Context: an optimization exercise on an open-source flow, tuned for small area, a short achievable clock period and few clock cycles. The choices shown serve that exercise and are no tape-out recipe.
Only simulation tests tie the RTL to the original design; equivalence was not proved.
No activity file was given, so power comes from the tool's default toggle rates.

== exp/harbor ==
// mips_core
module mips_core (
    input  wire        clk,
    input  wire        rst,
    input  wire        host_cmd_valid,
    output reg         host_cmd_ready,
    input  wire [2:0]  host_cmd_op,
    input  wire [4:0]  host_cmd_idx,
    input  wire [31:0] host_cmd_data,
    output reg         host_resp_valid,
    output reg  [2:0]  host_resp_status,
    output reg  [7:0]  host_resp_code,
    output reg  [31:0] host_resp_data,
    output reg         mem_req_valid,
    input  wire        mem_req_ready,
    output reg         mem_req_we,
    output reg  [31:0] mem_req_addr,
    output reg  [31:0] mem_req_wdata,
    input  wire        mem_resp_valid,
    input  wire        mem_resp_err,
    input  wire [7:0]  mem_resp_code,
    input  wire [31:0] mem_resp_rdata
);
    localparam OP_STEP    = 3'd0;
    localparam OP_GET_REG = 3'd1;
    localparam OP_SET_REG = 3'd2;
    localparam OP_GET_PC  = 3'd3;
    localparam OP_SET_PC  = 3'd4;
    localparam ST_OK     = 3'd0;
    localparam ST_INVAL  = 3'd1;
    localparam ST_ALIGN  = 3'd2;
    localparam ST_OVF    = 3'd3;
    localparam ST_MEMERR = 3'd4;
    localparam ST_BADARG = 3'd5;
    localparam S_IDLE  = 4'd0;    
    localparam S_FREQ  = 4'd1;    
    localparam S_FWAIT = 4'd2;    
    localparam S_X     = 4'd3;    
    localparam S_DREQ  = 4'd4;    
    localparam S_DWAIT = 4'd5;    
    localparam S_RESP  = 4'd6;    
    localparam S_OK    = 4'd7;    
    localparam S_MD1   = 4'd8;    
    localparam S_MD    = 4'd9;    
    localparam S_MDF   = 4'd10;   
    localparam S_MDF2  = 4'd12;   
    localparam S_MDF3  = 4'd13;   
    localparam S_N1    = 4'd14;   
    localparam S_N2    = 4'd15;   
    localparam S_GET   = 4'd11;   
    reg [3:0]  st;
    reg [31:0] pc;
    reg [31:0] npc;
    reg [31:0] hi;
  ...
For scale: about 9,100 cells after synthesis, roughly 200 I/O pins, ~88,000 um2 of cells after synthesis.
==> flow/config.mk <==
export PLATFORM = sky130hd
export DESIGN_NAME = mips_core
export DESIGN_NICKNAME = mips_core
export VERILOG_FILES = /design/flow/design.v
export SDC_FILE = /design/flow/constraint.sdc
export NUM_CORES = 8
export LEC_CHECK = 0
export CAP_MARGIN = 45
export CORE_MARGIN = 2
export CORE_UTILIZATION = 50
export CTS_CLUSTER_DIAMETER = 60
export CTS_CLUSTER_SIZE = 30
export SETUP_SLACK_MARGIN = 5
export SLEW_MARGIN = 45
export SYNTH_HIERARCHICAL = 1
export SYNTH_MINIMUM_KEEP_SIZE = 0
export TNS_END_PERCENT = 0
==> flow/constraint.sdc <==
create_clock -name core_clock -period 11.0 [get_ports {clk}]
set_input_delay 2.2000 -clock core_clock [delete_from_list [all_inputs] [get_ports {clk}]]
set_output_delay 2.2000 -clock core_clock [all_outputs]
set_load 0.01 [all_outputs]
run.sh (not shown) runs the stock make flow with config.mk's settings and CLKGATE_MAP_FILE= SYNTH_SCRIPT=/design/flow/synth_recipe.tcl, a recipe that flattens the netlist after the stock synthesis.
exp/harbor ended with every stage complete and zero timing, DRC or antenna violations.
Testbench counts of exp/harbor, summed over its fixed seeds: cycles 73,516.
--- input diff exp/harbor..exp/zinc ---
==> flow/config.mk <==
export PLATFORM = sky130hd
export DESIGN_NAME = mips_core
export DESIGN_NICKNAME = mips_core
export VERILOG_FILES = /design/flow/design.v
export SDC_FILE = /design/flow/constraint.sdc
export NUM_CORES = 8
export LEC_CHECK = 0
export CAP_MARGIN = 30
export CORE_MARGIN = 2
export CORE_UTILIZATION = 40
export SETUP_SLACK_MARGIN = 5
export SLEW_MARGIN = 30
export SYNTH_HIERARCHICAL = 1
export SYNTH_MINIMUM_KEEP_SIZE = 0
export TNS_END_PERCENT = 0
## What came out
exp/zinc: starting density of the core 10 points below exp/harbor. For exp/zinc, the start point of the critical path was mem_resp_rdata[22], unlike exp/harbor, where it was opb[4]$_DFFE_PN_. In exp/zinc the overall global routing resource usage turned out 13 points lower than in exp/harbor. exp/zinc vs exp/harbor — global-route met2 utilization dropped 15 points. The clock skew in exp/zinc sits 0.031 ns below the value recorded for exp/harbor. Measured against each other, exp/zinc and exp/harbor differ in worst setup slack after layout, the lower figure coming from exp/harbor. On die area: exp/zinc sits above exp/harbor. Sequential fraction of total cell area, exp/zinc and exp/harbor, lower one = exp/zinc. Looking only at achievable clock frequency, and setting everything else aside, the higher value of exp/zinc and exp/harbor goes to exp/zinc.
[inputs] exp/lagoon vs exp/zinc
diff --git a/flow/config.mk b/flow/config.mk
--- a/flow/config.mk
+++ b/flow/config.mk
@@ -8,8 +8,7 @@
 export CAP_MARGIN = 30
 export CORE_MARGIN = 2
-export CORE_UTILIZATION = 40
+export CORE_UTILIZATION = 50
 export SETUP_SLACK_MARGIN = 5
 export SLEW_MARGIN = 30
 export SYNTH_HIERARCHICAL = 1
 export SYNTH_MINIMUM_KEEP_SIZE = 0
-export TNS_END_PERCENT = 0
[summary]
- exp/lagoon: done, clean on timing, DRC and antenna
- [diff] relative slew slack, exp/lagoon relative to exp/zinc: improvement
- The run showing the greater clock period minus final worst setup slack is exp/lagoon.
- Changes observed in exp/lagoon relative to exp/zinc: total power draw now larger; period utilization shows an increase of 0.26 points; critical path depth in cells moved up; cell count went down 2.8%; area fraction of clock buffers and clock inverters went down by 0.29 points.
- Relative to exp/zinc, the post-CTS setup-driven buffer insertion count of exp/lagoon is higher by 158.
- For the clock insertion delay at the later pin of the skew report, exp/lagoon came in 0.02 ns higher than exp/zinc did.
- Number of combinational gates with multiple inputs: exp/zinc vs exp/lagoon — no meaningful difference


mips_core again, from the RTL that the note above started with.
export LEC_CHECK = 0
export CAP_MARGIN = 30
export CORE_MARGIN = 2
export CORE_UTILIZATION = 50
export CTS_CLUSTER_DIAMETER = 60
export CTS_CLUSTER_SIZE = 30
export SETUP_SLACK_MARGIN = 5
export SLEW_MARGIN = 30
export SYNTH_HIERARCHICAL = 1
export SYNTH_MINIMUM_KEEP_SIZE = 0
create_clock -name core_clock -period 11.0 [get_ports {clk}]
The baseline completed, yet does not pass: max-capacitance violations, max-slew violations.
Testbench counts at the start, summed over its fixed seeds: cycles 73,516.
Edit:
CAP_MARGIN = 20   (was 30)
CORE_UTILIZATION = 60   (was 50)
CTS_CLUSTER_DIAMETER = not set   (was 60)
CTS_CLUSTER_SIZE = not set   (was 30)
SLEW_MARGIN = 20   (was 30)
The new run stopped in global routing.
Synthesized cell count stays the same.
Synthesized area is unchanged.
Edit:
CAP_MARGIN = 30   (was 20)
CORE_UTILIZATION = 30   (was 60)
SLEW_MARGIN = 30   (was 20)
TNS_END_PERCENT = 0   (was not set)
=> With this change the flow passed the timing, design-rule and antenna checks. Synthesized area does not change. Synthesized cell count does not change.

## re-timing with driven ports
In the flow no input, the clock included, has a driving cell. The finished layouts below were timed again as built, in two steps.
Step 1, drivers: a clkbuf_16 drives clk and a buf_2 each remaining input, both assumed.
Step 2 times the ports against the registers' clock, not the clock port: input delays grow and output delays shrink by t, the midpoint of the rising clock arrivals with the driver on.
a / b / c = ideal ports / drivers / drivers and shift; a / b = the first two.
| run | t (ns) | slack for setup (ns) | worst setup path at the end | slew at the worst register clock pin (ns) | pins driven straight from the clock port |
|---|---|---|---|---|---|
| exp/harbor | 0.989 | 4.158 / 4.158 / 3.358 | input to register | 0.11 / 0.11 | 1 |
| exp/zinc | 0.939 | 4.414 / 4.375 / 3.542 | input to register | 0.07 / 0.07 | 1 |
| exp/lagoon | 0.964 | 4.385 / 4.291 / 3.738 | input to register | 0.07 / 0.07 | 1 |
| the first run of note 2 | 0.942 | 4.310 / 4.310 / 3.596 | input to register | 0.12 / 0.12 | 1 |
| the third run of note 2 | 0.963 | 4.235 / 4.170 / 3.357 | input to register | 0.07 / 0.07 | 1 |
The setup slack of the third run of note 2, which loses most, moves by -0.065 ns with the drivers and by -0.878 ns with both steps.
